Background: an optimization exercise with open tools, aiming at small area and few clock cycles. Do not read the settings as production practice.
In this exercise RTL edits were held to simulation tests only and were not proved equivalent to the original.
Power and IR drop assume default switching activity.

Design mb_rtu_rx, start of the top module:
module mb_rtu_rx (
    input  wire       clk,
    input  wire       rst,           
    input  wire [7:0] cfg_unit_id,   
    input  wire       rx_valid,      
    input  wire [7:0] rx_byte,
    input  wire       rx_mid,        
    input  wire       rx_silence,    
    output wire       rx_ready,
    output reg        ev_valid,
    output reg  [3:0] ev_code,
    output reg        pdu_valid,
    output reg  [7:0] pdu_data,
    output reg        pdu_last,
    output reg        pdu_bcast,
    input  wire       pdu_ready
);
export LEC_CHECK = 0
export CAP_MARGIN = 20
export CORE_MARGIN = 2
export CORE_UTILIZATION = 40
export CTS_CLUSTER_DIAMETER = 100
export CTS_CLUSTER_SIZE = 25
export SLEW_MARGIN = 20
export SYNTH_MEMORY_MAX_BITS = 4096
create_clock -name core_clock -period 10.0 [get_ports {clk}]
run.sh (not shown) runs the stock make flow with config.mk's settings and CLKGATE_MAP_FILE= SYNTH_SCRIPT=/design/flow/synth_recipe.tcl, a recipe that flattens the netlist after the stock synthesis.
The starting point finished clean.
Testbench counts at the start, summed over its fixed seeds: cycles 30,610.
Then changed:
Settings changed: CTS_CLUSTER_DIAMETER 100 to not set, CTS_CLUSTER_SIZE 25 to not set.
Cell area grows by a few percent.
Clock power climbs by well over a third.
Register-to-register slack degrades by 40 ps.
First-iteration DRC count falls by a few percent.
Via count is higher by a few percent.
Non-clock buffer count stays the same.
Routed wire length goes up by a few percent.
Then changed:
Settings changed: ABC_AREA set to 1, CTS_CLUSTER_DIAMETER set to 100, CTS_CLUSTER_SIZE set to 25.
The changed run ran to the end with no violations.
Utilization decreases by 3.1 points.
Register-to-register slack improved by 210 ps.
Setup slack is better by 1000 ps.
Clock-buffer cell count shrinks by 175.
Clock power drops by 42%.
Final area is lower by 8.0%.
Final cell count grows by about 2.3%.
Synthesized area came out lower by 1.7%.


Setup of run P:
Another version of the RTL of mb_rtu_rx (not shown whole).
For scale: roughly 3,800 cells after synthesis, roughly 2,300 flip-flops, ~39 I/O pins, roughly 53,000 um^2 of cells after synthesis.
==> flow/config.mk <==
export PLATFORM = sky130hd
export DESIGN_NAME = mb_rtu_rx
export DESIGN_NICKNAME = mb_rtu_rx
export VERILOG_FILES = /design/flow/design.v
export SDC_FILE = /design/flow/constraint.sdc
export NUM_CORES = 4
export LEC_CHECK = 0
export ABC_AREA = 1
export CAP_MARGIN = 20
export CORE_MARGIN = 2
export CORE_UTILIZATION = 40
export CTS_CLUSTER_DIAMETER = 100
export CTS_CLUSTER_SIZE = 25
export SLEW_MARGIN = 20
export SYNTH_MEMORY_MAX_BITS = 4096
==> flow/constraint.sdc <==
create_clock -name core_clock -period 10.0 [get_ports {clk}]
set_input_delay 2.0000 -clock core_clock [delete_from_list [all_inputs] [get_ports {clk}]]
set_output_delay 2.0000 -clock core_clock [all_outputs]
set_load 0.01 [all_outputs]
Testbench counts of run P, summed over its fixed seeds: cycles 30,259.
The following lists how run H was set up differently from run P:
# run P
export LEC_CHECK = 0
export ABC_AREA = 1
export CAP_MARGIN = 20
export CORE_MARGIN = 2
export CORE_UTILIZATION = 40
export CTS_CLUSTER_DIAMETER = 100
export CTS_CLUSTER_SIZE = 25
export SLEW_MARGIN = 20
export SYNTH_MEMORY_MAX_BITS = 4096
create_clock -name core_clock -period 10.0 [get_ports {clk}]
# run H
export LEC_CHECK = 0
export ABC_AREA = 1
export CAP_MARGIN = 20
export CORE_MARGIN = 2
export CORE_UTILIZATION = 40
export CTS_CLUSTER_DIAMETER = 100
export CTS_CLUSTER_SIZE = 30
export SLEW_MARGIN = 20
export SYNTH_MEMORY_MAX_BITS = 4096
create_clock -name core_clock -period 10.0 [get_ports {clk}]
Run H went all the way through synthesis, placement and routing and the layout is clean on timing, DRC and antenna. On final wirelength, run P tracks run H almost exactly. Run H vs run P, sequential fraction of total cell area went up by 0.48 points. Compared with run P, via count of the first global-routing pass in run H decreased slightly. Run H vs run P — final cell count dropped about 0.34%. Run H ends up with a power after layout that is 2.0% lower than in run P. Summary of run H over run P: post-route worst setup slack now smaller; first-pass GRT wire length went down about 0.4%.

## static timing again, ports no longer ideal
The results above use ideal ports. As a check the final layouts listed here were re-extracted and re-timed, cells and wires unchanged.
Step 1, drivers: a clkbuf_16 drives clk and a buf_2 each remaining input, both assumed.
Step 2 times the ports against the registers' clock, not the clock port: input delays grow and output delays shrink by t, the midpoint of the rising clock arrivals with the driver on.
a / b / c = ideal / step 1 / step 2; a / b = the first two.
| run | shift t [ns] | setup slack, ns | worst setup path at the end | clock arrival spread, ns | worst slew at a driven data input, ns |
|---|---|---|---|---|---|
| the first run of note 1 | 0.786 | 0.833 / 0.764 / 1.549 | register to output | 0.049 / 0.049 | 0.05 |
| the second run of note 1 | 0.827 | 0.897 / 0.828 / 1.655 | register to output | 0.071 / 0.072 | 0.05 |
| the third run of note 1 | 0.760 | 1.933 / 1.859 / 2.619 | register to output | 0.039 / 0.039 | 0.04 |
| run P | 0.782 | 0.712 / 0.643 / 1.425 | register to output | 0.061 / 0.061 | 0.17 |
| run H | 0.766 | 0.700 / 0.626 / 1.391 | register to output | 0.051 / 0.051 | 0.14 |
After both steps every run listed still meets setup and hold.
